From an optimization exercise on the open Yosys and OpenROAD flow, aimed at small area, a short achievable clock period and few clock cycles; shortcuts taken in it are not production practice. The RTL was checked by simulation tests, not by an equivalence proof against the original design. No activity file was given, so power comes from the tool's default toggle rates.

$ cat run.sh
#!/bin/bash
# synth_recipe.tcl (not shown) runs the flow's synth.tcl, then flattens the netlist and writes it again
# the make line also repeats each setting of config.mk as NAME=value (left out here)
make -C /OpenROAD-flow-scripts/flow DESIGN_CONFIG=/design/flow/config.mk WORK_HOME=/design/flow/orfs CLKGATE_MAP_FILE= SYNTH_SCRIPT=/design/flow/synth_recipe.tcl finish
$ cat config.mk
export PLATFORM = sky130hd
export DESIGN_NAME = mwfc
export DESIGN_NICKNAME = mwfc
export VERILOG_FILES = /design/flow/design.v
export SDC_FILE = /design/flow/constraint.sdc
export NUM_CORES = 4
export LEC_CHECK = 0
export CAP_MARGIN = 30
export CORE_MARGIN = 2
export CORE_UTILIZATION = 40
export CTS_CLUSTER_DIAMETER = 90
export CTS_CLUSTER_SIZE = 22
export PLACE_DENSITY = 0.6
export SETUP_SLACK_MARGIN = 4.0
export SLEW_MARGIN = 30
$ cat design.v
module mwfc (
    input             clk,
    input             rst,         
    input             bus_valid,
    input             bus_write,
    input      [7:0]  bus_addr,    
    input      [1:0]  bus_size,    
    input      [31:0] bus_wdata,
    output            bus_ready,
    output reg [31:0] bus_rdata,
    output            bus_err
);
    localparam [7:0] OPC_SET_CLOCK       = 8'hE0;
    localparam [7:0] OPC_SET_VIBRATION   = 8'hE1;
    localparam [7:0] OPC_SET_FULLSCREEN  = 8'hE2;
    localparam [7:0] OPC_UPDATE_DISPLAY  = 8'hE3;
    localparam [7:0] OPC_SET_BACKLIGHT   = 8'hE4;
    localparam [7:0] OPC_SET_WIDGET_LIST = 8'hE5;
    localparam [7:0] OPC_CLEAR_SCREEN    = 8'hE6;
    localparam [7:0] OPC_GET_BATTERY     = 8'hE7;
    localparam [7:0] OPC_RESET_DEVICE    = 8'hE8;
    localparam [7:0] IDLE_MODE           = 8'h00;
    localparam [7:0] C_CRC_START   = 8'h01;
    localparam [7:0] C_CRC_FEED    = 8'h02;
    localparam [7:0] C_CRC_FINAL   = 8'h03;
    localparam [7:0] C_CRC_SPAN    = 8'h04;
    localparam [7:0] C_FINALIZE    = 8'h08;
    localparam [7:0] C_PARSE_BATT  = 8'h20;
    localparam [3:0] E_OK        = 4'd0;
    localparam [3:0] E_ILLEGAL   = 4'd1;
    localparam [3:0] E_BAD_ARG   = 4'd2;
    localparam [3:0] E_BAD_LEN   = 4'd3;
    localparam [3:0] E_SHORT     = 4'd4;
    localparam [3:0] E_BAD_CFG   = 4'd5;
    reg [31:0]  cmd_q;
    reg [3:0]   err_q;
    reg [7:0]   frame_len_q;
    reg [7:0]   resp_count_q;
    reg [4:0]   om1_q;             
    reg [31:0]  poly_q;
    reg [31:0]  init_q;
    reg [31:0]  xorout_q;
    reg [2:0]   flags_q;           
    reg [31:0]  init_direct_q;     
    reg [31:0]  crc_reg_q;
    reg [31:0]  crc_result_q;
    reg [31:0]  arg0_q, arg1_q, arg2_q, arg3_q, arg4_q;
    reg [24:0]  batt_status_q;
    reg [15:0]  batt_mv_q;
    reg [255:0] frame_q;           
    reg [95:0]  resp_q;            
    reg         fj_q;              
    reg [4:0]   idx_q;             
    reg [5:0]   left_q;            
    reg [4:0]   tail_q;            
    reg         trl_q;             
    reg         enc_q;             
    reg [3:0]   ecode_q;           
    reg         fd_q;              
    reg [7:0]   pend_q;            
    reg         ib_q;              
    reg         if_q;              
    reg         ip_q;              
    reg [1:0]   bi_q;              
    wire refin  = flags_q[0];
    wire refout = flags_q[1];
    wire direct = flags_q[2];
    wire ij = ib_q & ~direct & ~ip_q;   
    wire [7:0] code = bus_wdata[7:0];   
    wire [5:0]  order   = {1'b0, om1_q} + 6'd1;
    wire [31:0] highbit = 32'h00000001 << om1_q;
    wire [31:0] mask    = ~(32'hFFFFFFFE << om1_q);
    wire [31:0] init_m  = init_q & mask;
    wire [31:0] init_direct = direct ? init_m : init_direct_q;
    function [31:0] rev32(input [31:0] v);
        integer i;
        begin
            for (i = 0; i < 32; i = i + 1)
                rev32[i] = v[31 - i];
        end
    endfunction
    function [7:0] rev8(input [7:0] v);
        integer i;
        begin
            for (i = 0; i < 8; i = i + 1)
                rev8[i] = v[7 - i];
        end
    endfunction
    wire        idle     = !fj_q && !ij && !fd_q;
    wire [31:0] eng_x    = fj_q ? crc_result_q : ij ? (if_q ? 32'd0 : init_direct_q) :
                           fd_q ? crc_reg_q : init_direct;
    wire [7:0]  frame_byte = frame_q[{idx_q, 3'b000} +: 8];
    wire [7:0]  feed_src   = fd_q ? arg0_q[7:0] : frame_byte;
    wire [7:0]  feed_byte  = refin ? rev8(feed_src) : feed_src;
    wire [1:0]  init_bsel  = if_q ? om1_q[4:3] : bi_q;
    wire [7:0]  init_byte  = init_m[{init_bsel, 3'b000} +: 8];
    wire [7:0]  eng_d      = ij ? init_byte : feed_byte;
    integer i, j, m;
    reg  [3:0]  ohl_q;         
    reg  [7:0]  ohh_q;         
    always @(posedge clk) begin
        ohl_q <= 4'b0001 << om1_q[1:0];
        ohh_q <= 8'b00000001 << om1_q[4:2];
    end
    reg  [35:0] fz;            
    reg  [7:0]  xe;
    integer h, l;
    always @(*) begin
        for (i = 0; i < 36; i = i + 1) begin
            fz[i] = 1'b0;
            for (l = 0; l < 4; l = l + 1)
                if (i - 7 + l >= 0 && i - 7 + l < 32)
                    fz[i] = fz[i] | (ohl_q[l] & eng_x[i - 7 + l]);
        end
        for (j = 0; j < 8; j = j + 1) begin
            xe[7 - j] = 1'b0;
            for (h = 0; h < 8; h = h + 1)
                xe[7 - j] = xe[7 - j] | (ohh_q[h] & fz[4*h - j + 7]);
        end
    end
    wire [38:0] pe = {poly_q, 7'd0} >> om1_q;
    wire [7:0]  eq = pe[7:0];
    reg [7:0]  linv [0:7];
    reg [63:0] linv_q;
    always @(*) begin
        for (i = 0; i < 8; i = i + 1) begin
            linv[i] = 8'd0;
            linv[i][i] = 1'b1;
            for (m = 0; m < i; m = m + 1)
                for (j = m; j < i; j = j + 1)
                    linv[i][m] = linv[i][m] ^ (eq[8 - i + j] & linv[j][m]);
        end
    end
    always @(posedge clk)
        for (i = 0; i < 8; i = i + 1)
            linv_q[8*i +: 8] <= linv[i];
    wire [7:0] d_sel = idle ? (refin ? 8'h80 : 8'h01) : eng_d;
    wire [7:0] eu = xe[7:0] ^ d_sel;
    reg [7:0] fb;
    always @(*) begin
        for (i = 0; i < 8; i = i + 1) begin
            fb[i] = 1'b0;
            for (j = 0; j <= i; j = j + 1)
                fb[i] = fb[i] ^ (linv_q[8*i + j] & eu[7 - j]);
        end
    end
    reg [31:0] eng_acc;
    always @(*) begin
        eng_acc = eng_x << 8;
        for (i = 0; i < 8; i = i + 1)
            if (fb[i])
                eng_acc = eng_acc ^ (poly_q << (7 - i));
    end
    wire [31:0] eng_y = eng_acc & mask;
    wire [31:0] out_x   = fj_q ? crc_result_q : crc_reg_q;
    wire [4:0]  out_sh  = ~om1_q;                 
    wire [31:0] out_rev = rev32(out_x) >> out_sh;
    wire        merge   = fj_q && (left_q == 6'd1) && !refout;
    wire [31:0] out_y   = ((merge ? eng_acc : refout ? out_rev : out_x) ^ xorout_q) & mask;
    wire [5:0] widx = bus_addr[7:2];
    reg mapped;
    always @(*) begin
        mapped = 1'b0;
        if (widx <= 6'd13)                       mapped = 1'b1;   
        else if (widx >= 6'd16 && widx <= 6'd22) mapped = 1'b1;   
        else if (widx >= 6'd24 && widx <= 6'd34) mapped = 1'b1;   
    end
    wire legal = (bus_size == 2'd2) && (bus_addr[1:0] == 2'b00) && mapped;
    wire a_cmd   = (widx == 6'd0);
    wire a_cfg   = (widx >= 6'd4) && (widx <= 6'd8);
    wire a_arg   = (widx >= 6'd16) && (widx <= 6'd20);
    wire a_frame = (widx[5:3] == 3'b011);
    wire [2:0] fw = widx[2:0];
    wire wstall = (a_cmd && (fj_q || fd_q || ib_q)) || (a_cfg && (fj_q || fd_q)) ||
                  (a_frame && fj_q) || (a_arg && fj_q && enc_q);
    wire rstall = (widx == 6'd9 && ib_q && !direct) || (widx == 6'd12 && fd_q) ||
                  (widx == 6'd13 && fj_q) ||
                  (a_frame && fj_q && pend_q[fw]);
    wire stall  = legal && (bus_write ? wstall : rstall);
    assign bus_ready = !stall;
    assign bus_err   = !legal;
    wire wr_acc = bus_valid && bus_write && legal && !stall;
    wire       rsv_ok = (bus_wdata[31:8] == 24'd0);
    wire       is_enc = (code[7:4] == 4'h1) && (code[3:0] <= 4'd9);
    reg code_known;
    always @(*) begin
        case (code)
            C_CRC_START, C_CRC_FEED, C_CRC_FINAL, C_CRC_SPAN, C_FINALIZE,
            C_PARSE_BATT: code_known = 1'b1;
            default:      code_known = is_enc;
        endcase
    end
    wire       cmd_wr  = wr_acc && a_cmd;
    wire       cmd_go  = cmd_wr && rsv_ok && code_known;
    wire [2:0] pairs   = arg0_q[10:8];
    wire       enc_go  = cmd_go && is_enc && !(code[3:0] == 4'h6 && pairs == 3'd0);
    wire [8:0] span_end = {1'b0, arg0_q[7:0]} + {1'b0, arg0_q[15:8]};
    reg [7:0] enc_len;
    reg [7:0] enc_opc;
    reg [7:0] enc_opt;
    always @(*) begin
        enc_len = 8'd6;
        enc_opc = OPC_GET_BATTERY;
        enc_opt = 8'h00;
        case (code[3:0])
            4'h0: begin enc_len = 8'd14; enc_opc = OPC_SET_CLOCK; end
            4'h1: begin enc_len = 8'd12; enc_opc = OPC_SET_VIBRATION; end
            4'h2: begin enc_opc = OPC_SET_FULLSCREEN; enc_opt = {7'd0, arg0_q[0]}; end
            4'h3: begin
                enc_len = 8'd8;
                enc_opc = OPC_UPDATE_DISPLAY;
                enc_opt = {arg0_q[20], 1'b0, arg0_q[21], 1'b0, arg0_q[17:16], arg0_q[19:18]};
            end
            4'h4: begin enc_len = 8'd8; enc_opc = OPC_UPDATE_DISPLAY; enc_opt = 8'hA0; end
            4'h5: begin enc_opc = OPC_SET_BACKLIGHT; enc_opt = {7'd0, arg0_q[0]}; end
            4'h6: begin
                enc_len = 8'd6 + {4'd0, pairs, 1'b0};
                enc_opc = OPC_SET_WIDGET_LIST;
                enc_opt = {4'd0, arg0_q[3:2], arg0_q[1:0]};
            end
            4'h7: begin enc_len = 8'd7; enc_opc = OPC_CLEAR_SCREEN; enc_opt = {7'd0, arg0_q[0]}; end
            4'h8: enc_opc = OPC_GET_BATTERY;
            default: enc_opc = OPC_RESET_DEVICE;
        endcase
    end
    wire [31:0] enc_hdr = {enc_opt, enc_opc, enc_len, 8'h01};
    wire       e_clk = (ecode_q == 4'h0);
    wire       e_vib = (ecode_q == 4'h1);
    wire       e_upd = (ecode_q == 4'h3);
    wire       e_def = (ecode_q == 4'h4);
    wire       e_wid = (ecode_q == 4'h6);
    wire       e_w1  = (idx_q[1:0] == 2'd1);
    reg  [2:0] e_asel;
    always @(*) begin
        if (e_wid)      e_asel = {1'b0, idx_q[1:0]} + {idx_q[1:0] == 2'd0, 2'b00};
        else if (e_clk) e_asel = e_w1 ? 3'd0 : 3'd1;
        else            e_asel = 3'd0;
    end
    reg [31:0] e_str;
    always @(*) begin
        case (e_asel)
            3'd1:    e_str = arg1_q;
            3'd2:    e_str = arg2_q;
            3'd3:    e_str = arg3_q;
            3'd4:    e_str = arg4_q;
            default: e_str = arg0_q;
        endcase
    end
    reg [31:0] enc_word;
    always @(*) begin
        enc_word = e_str;
        if (e_clk && e_w1)
            enc_word[15:0] = {arg0_q[7:0], arg0_q[15:8]};
        if (e_vib)
            enc_word = e_w1 ? {arg0_q[23:0], 8'h01} : {16'd0, arg1_q[7:0], arg0_q[31:24]};
        if (e_def)
            enc_word[15:0] = 16'h6000;
        if (!(e_clk || e_vib || e_upd || e_def || e_wid))
            enc_word[7:0] = IDLE_MODE;
    end
    wire        job_step  = fj_q && (left_q != 6'd0);
    wire        job_final = fj_q && (left_q == 6'd0 || merge);
    wire [31:0] out_tr    = {out_y[15:8], out_y[7:0], out_y[15:8], out_y[7:0]};
    wire [31:0] trl_word  = tail_q[0] ? {out_tr[23:0], out_tr[31:24]} : out_tr;
    wire [31:0] fw_data = fj_q ? (job_final ? trl_word : enc_word)
                               : (a_cmd ? enc_hdr : bus_wdata);
    reg [31:0] fw_en;
    integer b;
    always @(*) begin
        for (b = 0; b < 32; b = b + 1) begin
            fw_en[b] = 1'b0;
            if (wr_acc && a_frame && fw == b / 4)
                fw_en[b] = 1'b1;
            if (enc_go && b < 4)
                fw_en[b] = 1'b1;
            if (job_step && enc_q && idx_q <= 5'd4 && b / 4 == idx_q && b < tail_q)
                fw_en[b] = 1'b1;
            if (job_final && trl_q && (b == tail_q || b == tail_q + 1))
                fw_en[b] = 1'b1;
        end
    end
    integer k;
    always @(posedge clk) begin
        for (k = 0; k < 32; k = k + 1)
            if (fw_en[k])
                frame_q[8*k +: 8] <= fw_data[8*(k%4) +: 8];
        for (k = 0; k < 3; k = k + 1)
            if (wr_acc && widx == 6'd32 + k)
                resp_q[32*k +: 32] <= bus_wdata;
    end
    wire [31:0] wd0 = bus_wdata & {32{~rst}};    
    wire [31:0] wd1 = bus_wdata | {32{rst}};     
    wire a_wr = wr_acc;
    wire cfg_kick = a_wr && (widx == 6'd4 || widx == 6'd5 || widx == 6'd6 || widx == 6'd8);
    wire ord_ok   = (bus_wdata[5:0] >= 6'd1) && (bus_wdata[5:0] <= 6'd32);
    wire c_ok    = cmd_go;
    wire c_start = c_ok && code == C_CRC_START;
    wire c_feed  = c_ok && code == C_CRC_FEED;
    wire c_final = c_ok && code == C_CRC_FINAL;
    wire c_span  = c_ok && code == C_CRC_SPAN;
    wire c_fin   = c_ok && code == C_FINALIZE;
    wire c_parse = c_ok && code == C_PARSE_BATT;
    wire span_bad  = span_end > 9'd32;
    wire fin_bad   = frame_len_q < 8'd2 || frame_len_q > 8'd32;
    wire parse_ok  = resp_count_q == 8'd12;
    wire span_go   = c_span && !span_bad;
    wire fin_go    = c_fin && !fin_bad;
    wire job_go    = span_go || fin_go || enc_go;
    wire k_enc     = code[4];                  
    wire k_span    = !code[4] && code[2];      
    wire [4:0] fin_tail = frame_len_q[4:0] - 5'd2;
    reg  [7:0] fin_pend;       
    integer t;
    always @(*)
        for (t = 0; t < 8; t = t + 1)
            fin_pend[t] = (t >= fin_tail[4:2]);
    reg [3:0] cmd_err;
    always @(*) begin
        if (!rsv_ok || !code_known)           cmd_err = E_ILLEGAL;
        else if (code == C_CRC_SPAN)          cmd_err = span_bad ? E_BAD_LEN : E_OK;
        else if (code == C_FINALIZE)          cmd_err = fin_bad ? E_BAD_LEN : E_OK;
        else if (code == C_PARSE_BATT)        cmd_err = (resp_count_q < 8'd12) ? E_SHORT :
                                                        (resp_count_q > 8'd12) ? E_BAD_LEN : E_OK;
        else if (is_enc && code[3:0] == 4'h6 && pairs == 3'd0) cmd_err = E_BAD_ARG;
        else                                  cmd_err = E_OK;
    end
    always @(posedge clk) begin
        if (rst || cmd_wr) cmd_q <= wd0;
        if (rst || (a_wr && widx == 6'd16)) arg0_q <= wd0;
        if (rst || (a_wr && widx == 6'd17)) arg1_q <= wd0;
        if (rst || (a_wr && widx == 6'd18)) arg2_q <= wd0;
        if (rst || (a_wr && widx == 6'd19)) arg3_q <= wd0;
        if (rst || (a_wr && widx == 6'd20)) arg4_q <= wd0;
        if (rst || (a_wr && widx == 6'd7))  xorout_q <= wd0;
        if (rst || (a_wr && widx == 6'd5))
            poly_q <= {wd0[31:13], wd1[12], wd0[11:6], wd1[5], wd0[4:1], wd1[0]};
        if (rst || (a_wr && widx == 6'd6))  init_q <= {wd0[31:16], wd1[15:0]};
        if (rst || (a_wr && widx == 6'd8))  flags_q <= {wd1[2], wd0[1], wd1[0]};
        if (rst || (a_wr && widx == 6'd4 && ord_ok))
            om1_q <= rst ? 5'd15 : bus_wdata[4:0] - 5'd1;
        if (rst || (a_wr && widx == 6'd3))  resp_count_q <= wd0[7:0];
        if (rst || (a_wr && widx == 6'd2) || enc_go)
            frame_len_q <= (a_cmd ? enc_len : bus_wdata[7:0]) & {8{~rst}};
        if (rst || (a_wr && widx == 6'd4) || cmd_wr)
            err_q <= (a_cmd ? cmd_err : (ord_ok ? E_OK : E_BAD_CFG)) & {4{~rst}};
        if (rst || (c_parse && parse_ok)) begin
            batt_status_q <= {1'b1, resp_q[55:48], resp_q[47:40], resp_q[39:32]} & {25{~rst}};
            batt_mv_q     <= {resp_q[79:72], resp_q[71:64]} & {16{~rst}};
        end
        if (rst || c_start || fd_q)
            crc_reg_q <= rst ? 32'h0000FFFF : (fd_q ? eng_y : init_direct);
        if (rst || c_final || job_go || fj_q)
            crc_result_q <= rst ? 32'd0 :
                            (c_final || job_final) ? out_y :
                            (fin_go || span_go) ? init_direct : eng_acc;
        if (rst || ij)
            init_direct_q <= rst ? 32'h0000FFFF : eng_y;
    end
    always @(posedge clk) begin
        if (rst) begin
            fj_q    <= 1'b0;
            fd_q    <= 1'b0;
            pend_q  <= 8'd0;
            ib_q    <= 1'b0;
            ip_q    <= 1'b0;
        end else begin
            fd_q <= c_feed;
            if (!fj_q)
                pend_q <= k_enc ? 8'hFE : k_span ? 8'h00 : fin_pend;
            else if (job_final)
                pend_q <= 8'h00;
            else if (job_step && enc_q && idx_q[4:2] == 3'd0 &&
                     (tail_q[4] || idx_q[1:0] < tail_q[3:2]))
                pend_q[idx_q[1:0]] <= 1'b0;
            if (job_go)
                fj_q <= 1'b1;
            else if (job_final)
                fj_q <= 1'b0;
            ip_q <= cfg_kick;
            if (cfg_kick)
                ib_q <= 1'b1;
            else if (ib_q && !ip_q && (direct || init_bsel == 2'd0))
                ib_q <= 1'b0;
        end
        if (rst) begin
            idx_q   <= 5'd0;
            left_q  <= 6'd0;
            tail_q  <= 5'd0;
            trl_q   <= 1'b0;
            enc_q   <= 1'b0;
            ecode_q <= 4'd0;
        end else if (!fj_q) begin
            idx_q   <= k_span ? arg0_q[4:0] : {4'd0, k_enc};
            left_q  <= k_span ? arg0_q[13:8] :
                       k_enc ? enc_len[5:0] - 6'd3 : frame_len_q[5:0] - 6'd2;
            tail_q  <= k_enc ? enc_len[4:0] - 5'd2 : frame_len_q[4:0] - 5'd2;
            trl_q   <= !k_span;
            enc_q   <= k_enc;
            ecode_q <= code[3:0];
        end else if (left_q != 6'd0) begin
            idx_q  <= idx_q + 5'd1;
            left_q <= left_q - 6'd1;
        end
        if (rst) begin
            if_q <= 1'b0;
            bi_q <= 2'd0;
        end else if (cfg_kick)
            if_q <= 1'b1;
        else if (ij) begin
            if_q <= 1'b0;
            bi_q <= init_bsel - 2'd1;
        end
    end
    always @(*) begin
        bus_rdata = 32'd0;
        case (widx)
            6'd0:  bus_rdata = cmd_q;
            6'd1:  bus_rdata = {28'd0, err_q};
            6'd2:  bus_rdata = {24'd0, frame_len_q};
            6'd3:  bus_rdata = {24'd0, resp_count_q};
            6'd4:  bus_rdata = {26'd0, order};
            6'd5:  bus_rdata = poly_q;
            6'd6:  bus_rdata = init_q;
            6'd7:  bus_rdata = xorout_q;
            6'd8:  bus_rdata = {29'd0, flags_q};
            6'd9:  bus_rdata = init_direct;
            6'd10: bus_rdata = mask;
            6'd11: bus_rdata = highbit;
            6'd12: bus_rdata = crc_reg_q;
            6'd13: bus_rdata = crc_result_q;
            6'd16: bus_rdata = arg0_q;
            6'd17: bus_rdata = arg1_q;
            6'd18: bus_rdata = arg2_q;
            6'd19: bus_rdata = arg3_q;
            6'd20: bus_rdata = arg4_q;
            6'd21: bus_rdata = {7'd0, batt_status_q};
            6'd22: bus_rdata = {16'd0, batt_mv_q};
            6'd24: bus_rdata = frame_q[31:0];
            6'd25: bus_rdata = frame_q[63:32];
            6'd26: bus_rdata = frame_q[95:64];
            6'd27: bus_rdata = frame_q[127:96];
            6'd28: bus_rdata = frame_q[159:128];
            6'd29: bus_rdata = frame_q[191:160];
            6'd30: bus_rdata = frame_q[223:192];
            6'd31: bus_rdata = frame_q[255:224];
            6'd32: bus_rdata = resp_q[31:0];
            6'd33: bus_rdata = resp_q[63:32];
            6'd34: bus_rdata = resp_q[95:64];
            default: bus_rdata = 32'd0;
        endcase
    end
endmodule
$ cat constraint.sdc
create_clock -name core_clock -period 10.0 [get_ports {clk}]
set_input_delay 2.0000 -clock core_clock [delete_from_list [all_inputs] [get_ports {clk}]]
set_output_delay 2.0000 -clock core_clock [all_outputs]
set_load 0.01 [all_outputs]
==> Flow_metrics.wiki, run 1 <==
{| class="wikitable"
! Metric !! Value
|-
| Post-layout net count || 5721
|-
| Routability congestion estimate || 1.13
|-
| Top_reg_cell synth || sky130_fd_sc_hd__edfxtp_1
|-
| Worst Tran Pin Value || 1.61 ns
|-
| Critical path endpoint category || output port
|-
| Yosys reg bits || 860
|-
| Number of hold violations in the final report || 0
|-
| Synth Net Count || 5284
|-
| Async set-or-reset flop fraction in the synthesized netlist || 0%
|-
| Grt ovf || 0
|-
| Number of flip-flops in the largest register || 256
|-
| Die extent in y || 370 um
|-
| Sum of net half-perimeters after detailed placement || 279 mm
|-
| Average detailed-routed wire length per instance || 52.9 um
|-
| CP arrival || 4.65 ns
|-
| Power density of the placed cells || 300 nW/um2
|-
| Worst rel slew slack || -7.45%
|-
| Count of max-cap constraint violations || 1
|-
| Tcrit/Tclk final || 66.5%
|-
| Hold WC Path Type || flop to flop
|-
| Startpoint type of the worst setup path || input pin
|-
| Post-synth design cell area || 53600 um2
|-
| Design Power || 0.0208 W
|-
| Starting density of the core || 40.2%
|-
| Count of flip-flops with a built-in enable after synthesis || 804
|-
| Number of port buffers || 79
|-
| TritonCTS buffer count || 52
|-
| Number of antenna violations at the first check in global routing || 32
|-
| Outcome || complete, but fails checks
|-
| Hold-critical path depth || 2
|-
| Drt via density || 7.88
|-
| GRT Total Usage || 55.5%
|-
| Post-layout instance count excluding filler cells || 7460
|-
| Final worst clock skew || 0.0619 ns
|-
| Worst Setup Slack, final || 3.35 ns
|-
| Warnings, synthesis || 2
|-
| H-tree depth || 2
|-
| DIE WIDTH || 370 um
|-
| Maximum number of pins on one net before global-route repair || 67
|-
| Violated checks || capacitance limit, slew limit
|-
| Max-slew violation count || 6
|-
| Remaining design rule violation count || 0
|-
| Count of pins on the block boundary || 80
|-
| Part of the Yosys area used for sequential elements || 47.2%
|-
| Distinct cell type count of the synthesized netlist || 105
|-
| Number of instances in the placed design || 6883
|-
| Achievable Freq || 150 MHz
|-
| Clock latency at the later pin of the worst-skew pair || 0.80 ns
|-
| Hold_ws || 0.540 ns
|-
| Peak fanout along the critical path || 8
|-
| First-pass GRT wire length || 504 mm
|-
| CP Data Required Time || 8.00 ns
|-
| Via count of the first global-routing pass || 51900
|-
| Detail Route Antenna Nets || 0
|-
| Area inside the core boundary || 133000 um2
|-
| Summed negative setup slack over all endpoints || 0 ns
|-
| Final critical-path required period || 6.65 ns
|-
| Area enclosed by the die boundary || 137000 um2
|-
| Leak || 24.4 nW
|-
| DR pass1 iterations || 10
|-
| Proportion of layout cells with a drive suffix above 1 || 30.5%
|-
| WS Path Type || input pin to output port
|-
| Worst IR drop on VDD || 0.000540 V
|-
| CTS tree || built
|-
| Row Count || 134
|-
| Longest Clk Path Bufs || 3
|-
| Final-report setup violation count || 0
|-
| Clock tree root driver cell || sky130_fd_sc_hd__clkbuf_16
|-
| Largest Register || frame_q
|-
| Clock edge transition at the registers on the reported setup and hold paths || 0.09 ns
|-
| Total number of vias || 58800
|-
| Synthesized instance count || 5195
|-
| Initial DRC Count || 11800
|-
| Average footprint of a synthesized cell || 10.3 um2
|-
| RSZ-0062 raised after global routing || true
|-
| Growth of design area from synthesis to finish || 29.4%
|-
| R2r setup slk || 3.52 ns
|-
| Placement-stage worst setup slack || 1.52 ns
|-
| CTS sink count || 860
|-
| Largest registers || frame_q: 256 flops, resp_q: 96 flops
|-
| Detailed Route WL || 394 mm
|-
| Cell count of the worst reg-to-reg path || 22
|}
==> final timing paths <==
| kind | start | end |
|---|---|---|
| max | bus_addr[7] | bus_rdata[21] |
| min | bi_q[1] | bi_q[1] |
| max reg2reg | flags_q[2] | frame_q[141] |
| min reg2reg | bi_q[1] | bi_q[1] |
==> synth_stat cells (79+ instances only) <==
master | count | area, um2
sky130_fd_sc_hd__xor2_1 | 79 | 692
sky130_fd_sc_hd__a21oi_1 | 213 | 1070
sky130_fd_sc_hd__nor2b_1 | 103 | 644
sky130_fd_sc_hd__xnor2_1 | 154 | 1350
sky130_fd_sc_hd__a221oi_1 | 135 | 1180
sky130_fd_sc_hd__nand3_1 | 125 | 626
sky130_fd_sc_hd__o21ai_0 | 247 | 1240
sky130_fd_sc_hd__clkbuf_1 | 333 | 1250
sky130_fd_sc_hd__mux4_2 | 91 | 2050
sky130_fd_sc_hd__edfxtp_1 | 804 | 24100
sky130_fd_sc_hd__nand2_1 | 736 | 2760
sky130_fd_sc_hd__a22o_1 | 135 | 1180
sky130_fd_sc_hd__a22oi_1 | 196 | 1470
sky130_fd_sc_hd__nor2_1 | 314 | 1180
sky130_fd_sc_hd__mux2i_1 | 140 | 1400
==> cells in the final DEF (no fill, tap or decap), types with 55 or more instances in the layout <==
| master | netlist | layout |
|---|---|---|
| sky130_fd_sc_hd__inv_1 | 67 | 64 |
| sky130_fd_sc_hd__a22oi_1 | 196 | 171 |
| sky130_fd_sc_hd__buf_4 | 14 | 488 |
| sky130_fd_sc_hd__xor2_1 | 79 | 60 |
| sky130_fd_sc_hd__xnor2_2 | 0 | 55 |
| sky130_fd_sc_hd__o211ai_1 | 68 | 68 |
| sky130_fd_sc_hd__buf_12 | 0 | 85 |
| sky130_fd_sc_hd__a221oi_1 | 135 | 73 |
| sky130_fd_sc_hd__buf_6 | 6 | 136 |
| sky130_fd_sc_hd__nor2b_1 | 103 | 87 |
| sky130_fd_sc_hd__a21oi_1 | 213 | 181 |
| sky130_fd_sc_hd__mux2i_1 | 140 | 136 |
| sky130_fd_sc_hd__edfxtp_1 | 804 | 804 |
| sky130_fd_sc_hd__mux4_2 | 91 | 91 |
| sky130_fd_sc_hd__nor2_1 | 314 | 268 |
| sky130_fd_sc_hd__clkbuf_16 | 0 | 58 |
| sky130_fd_sc_hd__a22o_1 | 135 | 116 |
| sky130_fd_sc_hd__nand2_1 | 736 | 638 |
| sky130_fd_sc_hd__nand3_1 | 125 | 90 |
| sky130_fd_sc_hd__a222oi_1 | 61 | 61 |
| sky130_fd_sc_hd__xnor2_1 | 154 | 90 |
| sky130_fd_sc_hd__a31oi_1 | 76 | 65 |
| sky130_fd_sc_hd__o21ai_0 | 247 | 198 |
| sky130_fd_sc_hd__nand4_1 | 59 | 59 |
==> power breakdown <==
group          total [W]  internal (W)  switching (W)
Clock            0.00255       0.00107        0.00148
Combinational     0.0132       0.00607        0.00711
Sequential       0.00508       0.00442       0.000657
Total             0.0208        0.0116        0.00925
==> metal layers <==
layer,global-route usage [%],routed length [um]
met3,27.9,66200
met2,76.0,154000
met4,47.5,46300
met1,63.6,128000
met5,1.29,771
==> final cells by class <==
class / instances / area, um2
antenna: 27 / 67.6
clock buffer: 65 / 1380
clock inverter: 22 / 307
fill: 11700 / 63800
inverter: 75 / 328
multi-input combinational: 3820 / 31100
sequential: 860 / 25300
tap: 1768 / 2210
timing repair buffer: 822 / 8610
timing repair inverter: 1 / 8.76
==> what timing repair did <==
action / 4_1_cts / 5_1_grt
gates cloned: 19 / 6
endpoints found under the setup margin: 889 / 378
pin swaps: 259 / 267
hold buffers: 0 / 0
gates resized for setup: 916 / 418
buffers inserted: 289 / 143
==> through the flow <==
stage	area (um2)	util, %
finish	69300	52.1
detailed placement	57500	43.2
global route	69300	52.0
global placement	57400	43.1
floorplan	53700	-
CTS	65700	49.3
==> kinds of logic after synthesis <==
kind of cell / synth area share (%)
simple gates: 14.3
compound gates: 21.6
flops: 47.2
buf+inv: 3.91
xor+xnor: 5.11
mux: 6.82
fa+ha+maj: 1.06
==> critical path: stages <==
cell                       delay, ns
sky130_fd_sc_hd__buf_12         0.09
sky130_fd_sc_hd__nand3b_1       0.20
sky130_fd_sc_hd__buf_12         0.17
sky130_fd_sc_hd__buf_12         0.11
sky130_fd_sc_hd__nor2_4         0.10
sky130_fd_sc_hd__buf_12         0.17
sky130_fd_sc_hd__buf_16         0.13
sky130_fd_sc_hd__a22o_4         0.22
sky130_fd_sc_hd__a221oi_4       0.42
sky130_fd_sc_hd__nand4_1        0.45
sky130_fd_sc_hd__nor2_1         0.25
sky130_fd_sc_hd__o21ai_2        0.11
sky130_fd_sc_hd__buf_2          0.19
Testbench counts, summed over its fixed seeds: cycles 27,654.
==> inputs of run 2 (changes only) <==
--- a/design.v
+++ b/design.v
@@ -156,5 +156,5 @@
     wire [4:0]  out_sh  = ~om1_q;                 
     wire [31:0] out_rev = rev32(out_x) >> out_sh;
-    wire        merge   = fj_q && (left_q == 6'd1) && !refout;
+    wire        merge   = 1'b0;
     wire [31:0] out_y   = ((merge ? eng_acc : refout ? out_rev : out_x) ^ xorout_q) & mask;
     wire [5:0] widx = bus_addr[7:2];
--- a/config.mk
+++ b/config.mk
@@ -6,5 +6,5 @@
 export NUM_CORES = 4
 export LEC_CHECK = 0
-export CAP_MARGIN = 30
+export CAP_MARGIN = 35
 export CORE_MARGIN = 2
 export CORE_UTILIZATION = 40
@@ -13,3 +13,3 @@
 export PLACE_DENSITY = 0.6
 export SETUP_SLACK_MARGIN = 4.0
-export SLEW_MARGIN = 30
+export SLEW_MARGIN = 35
==> run 2 against run 1 <==
Net effect:
- sequential share of layout area increased by 2.7 points
- synthesized area decreased by 0.67%
- highest routed layer unchanged
- critical path type unchanged
- now clean on timing, DRC and antenna
- die area decreased by 0.66%
==> Flow_metrics.wiki, run 2 <==
{| class="wikitable"
! Metric !! Value
|-
| Outcome || no timing/DRC/antenna violations
|-
| Final standard cell area without fillers || 64500 um2
|-
| Worst Tran Pin Value || 1.16 ns
|-
| Combinational power share || 54.3%
|-
| Seq pwr share || 30.4%
|-
| Async set-or-reset flop fraction in the synthesized netlist || 0%
|-
| Final-report setup violation count || 0
|-
| List of most frequent post-synthesis cells || 804 x sky130_fd_sc_hd__edfxtp_1, 628 x sky130_fd_sc_hd__nand2_1, 312 x sky130_fd_sc_hd__nor2_1
|-
| Count of max-cap constraint violations || 0
|-
| Final critical-path required period || 6.52 ns
|-
| Area fraction of the dominant cell type after synthesis || 45.4%
|-
| Proportion of layout cells with a drive suffix above 1 || 22.1%
|-
| TritonCTS buffer count || 52
|-
| Routability congestion estimate || 1.10
|-
| Number of hold violations in the final report || 0
|-
| Synth Net Count || 5228
|-
| Grt ovf || 0
|-
| Area inside the core boundary || 132000 um2
|-
| Number of flip-flops in the largest register || 256
|-
| CP Data Required Time || 8.00 ns
|-
| Synthesized instance count || 5139
|-
| Post-DP Area || 57400 um2
|-
| Die extent in y || 369 um
|-
| Top_reg_cell synth || sky130_fd_sc_hd__edfxtp_1
|-
| Part of the Yosys area used for sequential elements || 47.5%
|-
| Area occupied by registers || 25300 um2
|-
| Design Power || 0.0165 W
|-
| Post-synth design cell area || 53200 um2
|-
| Critical path endpoint category || output port
|-
| Drt via density || 7.84
|-
| WS Path Type || input pin to output port
|-
| Power Internal || 0.00909 W
|-
| Cell count of the worst reg-to-reg path || 17
|-
| Startpoint type of the worst setup path || input pin
|-
| Most frequent standard cell in the layout excluding fill and tap cells || sky130_fd_sc_hd__edfxtp_1
|-
| Count of flip-flops with a built-in enable after synthesis || 804
|-
| Worst rel slew slack || 22.1%
|-
| Yosys reg bits || 860
|-
| Worst Setup Slack, final || 3.48 ns
|-
| Switching share of power || 45.1%
|-
| Distinct cell type count of the synthesized netlist || 108
|-
| Tcrit/Tclk final || 65.2%
|-
| CTS sink count || 860
|-
| Detail Route Antenna Nets || 0
|-
| Starting density of the core || 40.4%
|-
| Largest registers || frame_q: 256 flops, resp_q: 96 flops
|-
| RSZ-0062 raised after global routing || true
|-
| Placement-stage worst setup slack || 1.81 ns
|-
| Peak fanout along the critical path || 6
|-
| CTS tree || built
|-
| Clock edge transition at the registers on the reported setup and hold paths || 0.09 ns
|-
| Remaining design rule violation count || 0
|-
| Clock tree root driver cell || sky130_fd_sc_hd__clkbuf_16
|-
| Top post-synthesis cells by area || sky130_fd_sc_hd__edfxtp_1 45%, sky130_fd_sc_hd__nand2_1 4.4%, sky130_fd_sc_hd__a22oi_1 4.0%, sky130_fd_sc_hd__xnor2_1 2.9%, sky130_fd_sc_hd__mux4_2 2.9%
|-
| Leak || 22.1 nW
|-
| Number of port buffers || 79
|-
| Fill cells || 12000
|-
| Largest Register || frame_q
|-
| Sum of net half-perimeters after detailed placement || 271 mm
|-
| Maximum single-stage delay on the critical path || 0.85 ns
|-
| Final worst clock skew || 0.0496 ns
|-
| Average detailed-routed wire length per instance || 52.8 um
|-
| Critical path's most frequent cell || sky130_fd_sc_hd__buf_12
|-
| Number of antenna violations at the first check in global routing || 48
|-
| GRT Total Usage || 53.9%
|-
| Critical path cell sequence || buf_12, or3b_4, buf_12, nor3_4, buf_12, buf_8, buf_12, a222oi_1, nand4_1, buf_2
|-
| Count of pins on the block boundary || 80
|-
| CP arrival || 4.52 ns
|-
| Utilization of the core after routing || 48.9%
|-
| Total number of vias || 56300
|-
| H-tree depth || 2
|-
| Maximum number of pins on one net before global-route repair || 96
|-
| Max-slew violation count || 0
|-
| Longest Clk Path Bufs || 3
|-
| Detailed Route WL || 380 mm
|-
| Via count of the first global-routing pass || 49400
|-
| First-pass GRT wire length || 486 mm
|-
| Most repeated cell in the gate-level netlist after synthesis || sky130_fd_sc_hd__edfxtp_1
|-
| Summed negative setup slack over all endpoints || 0 ns
|-
| Clock latency at the later pin of the worst-skew pair || 0.75 ns
|-
| Area taken by multi-input logic gates || 28400 um2
|-
| Achievable Freq || 153 MHz
|-
| Hold WC Path Type || flop to flop
|-
| Area enclosed by the die boundary || 136000 um2
|-
| Hold-critical path depth || 2
|-
| Power density of the placed cells || 257 nW/um2
|-
| Top library cells by usage in the layout, fill and taps aside || 804 x sky130_fd_sc_hd__edfxtp_1, 597 x sky130_fd_sc_hd__nand2_1, 347 x sky130_fd_sc_hd__buf_4, 283 x sky130_fd_sc_hd__nor2_1, 241 x sky130_fd_sc_hd__a22oi_1
|-
| Row Count || 133
|-
| DIE WIDTH || 369 um
|-
| Sw power || 0.00746 W
|-
| Clock network fraction of total power || 15.2%
|-
| Post-layout net count || 5449
|-
| Growth of design area from synthesis to finish || 21.2%
|-
| Initial DRC Count || 12200
|-
| Cell with the largest stage delay on the worst path || sky130_fd_sc_hd__a222oi_1
|-
| DR pass1 iterations || 11
|-
| Dominant cell type by area after synthesis || sky130_fd_sc_hd__edfxtp_1
|-
| Average footprint of a synthesized cell || 10.4 um2
|-
| Warnings, synthesis || 2
|-
| Worst IR drop on VDD || 0.000299 V
|}
run 2: changes by cell type after synthesis, sizes merged, moves of 26 or more:
cell and change:
a22o -40, clkbuf -26, a22oi +85, nand2 -107, a221oi -34, mux2 +28
run 2: logic make-up after synthesis:
group	after synthesis	share of synthesized area, %
AOI/OAI and AO/OA	1597	21.7
muxes	254	6.49
DFF	860	47.5
xor gates and xnor gates	272	5.15
buffers and inverters	508	3.91
and+or+nand+nor	1604	14.2
adders and majority gates	44	1.04
run 2: per-stage QoR:
| stage | instances | hold WS (ns) |
|---|---|---|
| after detailed placement | 6811 | 0.483 |
| after global routing | 7154 | 0.517 |
| after CTS | 7060 | 0.497 |
| final | 7186 | 0.500 |
| after global placement | 6798 | 0.473 |
| after floorplan | 5139 | 0.444 |
run 2: power by group through the flow:
stage | logic (W) | clock network [W] | registers, W
2_1_floorplan | 0.00478 | 0 | 0.00466
3_3_place_gp | 0.00723 | 0 | 0.00503
3_5_place_dp | 0.00732 | 0 | 0.00502
4_1_cts | 0.00801 | 0.00248 | 0.00495
5_1_grt | 0.00916 | 0.00258 | 0.00500
6_report | 0.00899 | 0.00252 | 0.00503
run 2: path summary, 6_finish.rpt:
kind	startpoint	endpoint	slack (ns)
setup / recovery	bus_addr[6]	bus_rdata[7]	3.48
hold / removal	pend_q[3]	pend_q[3]	0.50
setup reg to reg	fj_q	frame_q[114]	3.71
hold reg to reg	pend_q[3]	pend_q[3]	0.50
run 2: layout make-up:
cell class	count	area share, %
antenna	38	0.147
clock buffer	68	2.13
clock inverter	19	0.470
inverter	78	0.470
multi-input combinational	3774	44.1
sequential	860	39.2
tap	1755	3.41
timing repair buffer	594	10.1
run 2: repair_timing:
| action | 4_1_cts | 5_1_grt |
|---|---|---|
| endpoints found under the hold margin | 0 | 0 |
| hold buffers | 0 | 0 |
| setup buffers | 143 | 79 |
| resized for setup | 597 | 178 |
| pin swaps | 128 | 117 |
| gates cloned | 19 | 5 |
| endpoints found under the setup margin | 288 | 169 |
run 2: metal layers:
layer,wire [um],GRT usage (%),vias to the layer above
met3,62400,26.6,1736
li1,-,-,20500
met4,38100,38.6,30
met5,786,1.03,-
met2,149000,74.6,6180
met1,129000,64.6,27900
run 2: critical path, delay by kind of cell:
kind | cells | cell delay (ns)
buffers and inverters | 6 | 0.89
AO/OA/AOI/OAI | 1 | 0.85
AND/OR/NAND/NOR | 3 | 0.75
Testbench counts of run 2, summed over its fixed seeds: cycles 28,737.

## afterwards: timing with drivers on the ports
Ports are ideal in the flow. The routed layouts listed here were re-timed in OpenROAD. Step 1 (the two cells are an assumption about what drives the block):
set clk [get_ports {clk}]
set_driving_cell -lib_cell sky130_fd_sc_hd__clkbuf_16 $clk
set_driving_cell -lib_cell sky130_fd_sc_hd__buf_2 [delete_from_list [all_inputs] $clk]
Step 2 moves the port delays by t, midway between the first and last clock arrival at a register: inputs arrive t later, outputs are due t later. That takes back most of the time a late clock gives input paths. Slacks: ideal ports / drivers / drivers and shift; pairs: ideal ports / drivers.
run | shift t [ns] | setup WS [ns] | hold slack, ns | worst setup path at the end | cell pins on the clock port's net
run 1 | 0.856 | 3.349 / 3.277 / 3.130 | 0.540 / 0.540 / 0.540 | input to register | 1
run 2 | 0.812 | 3.478 / 3.420 / 3.153 | 0.500 / 0.500 / 0.500 | input to register | 1
The setup slack of run 2, which loses most, moves by -0.058 ns with the drivers and by -0.325 ns with both steps.
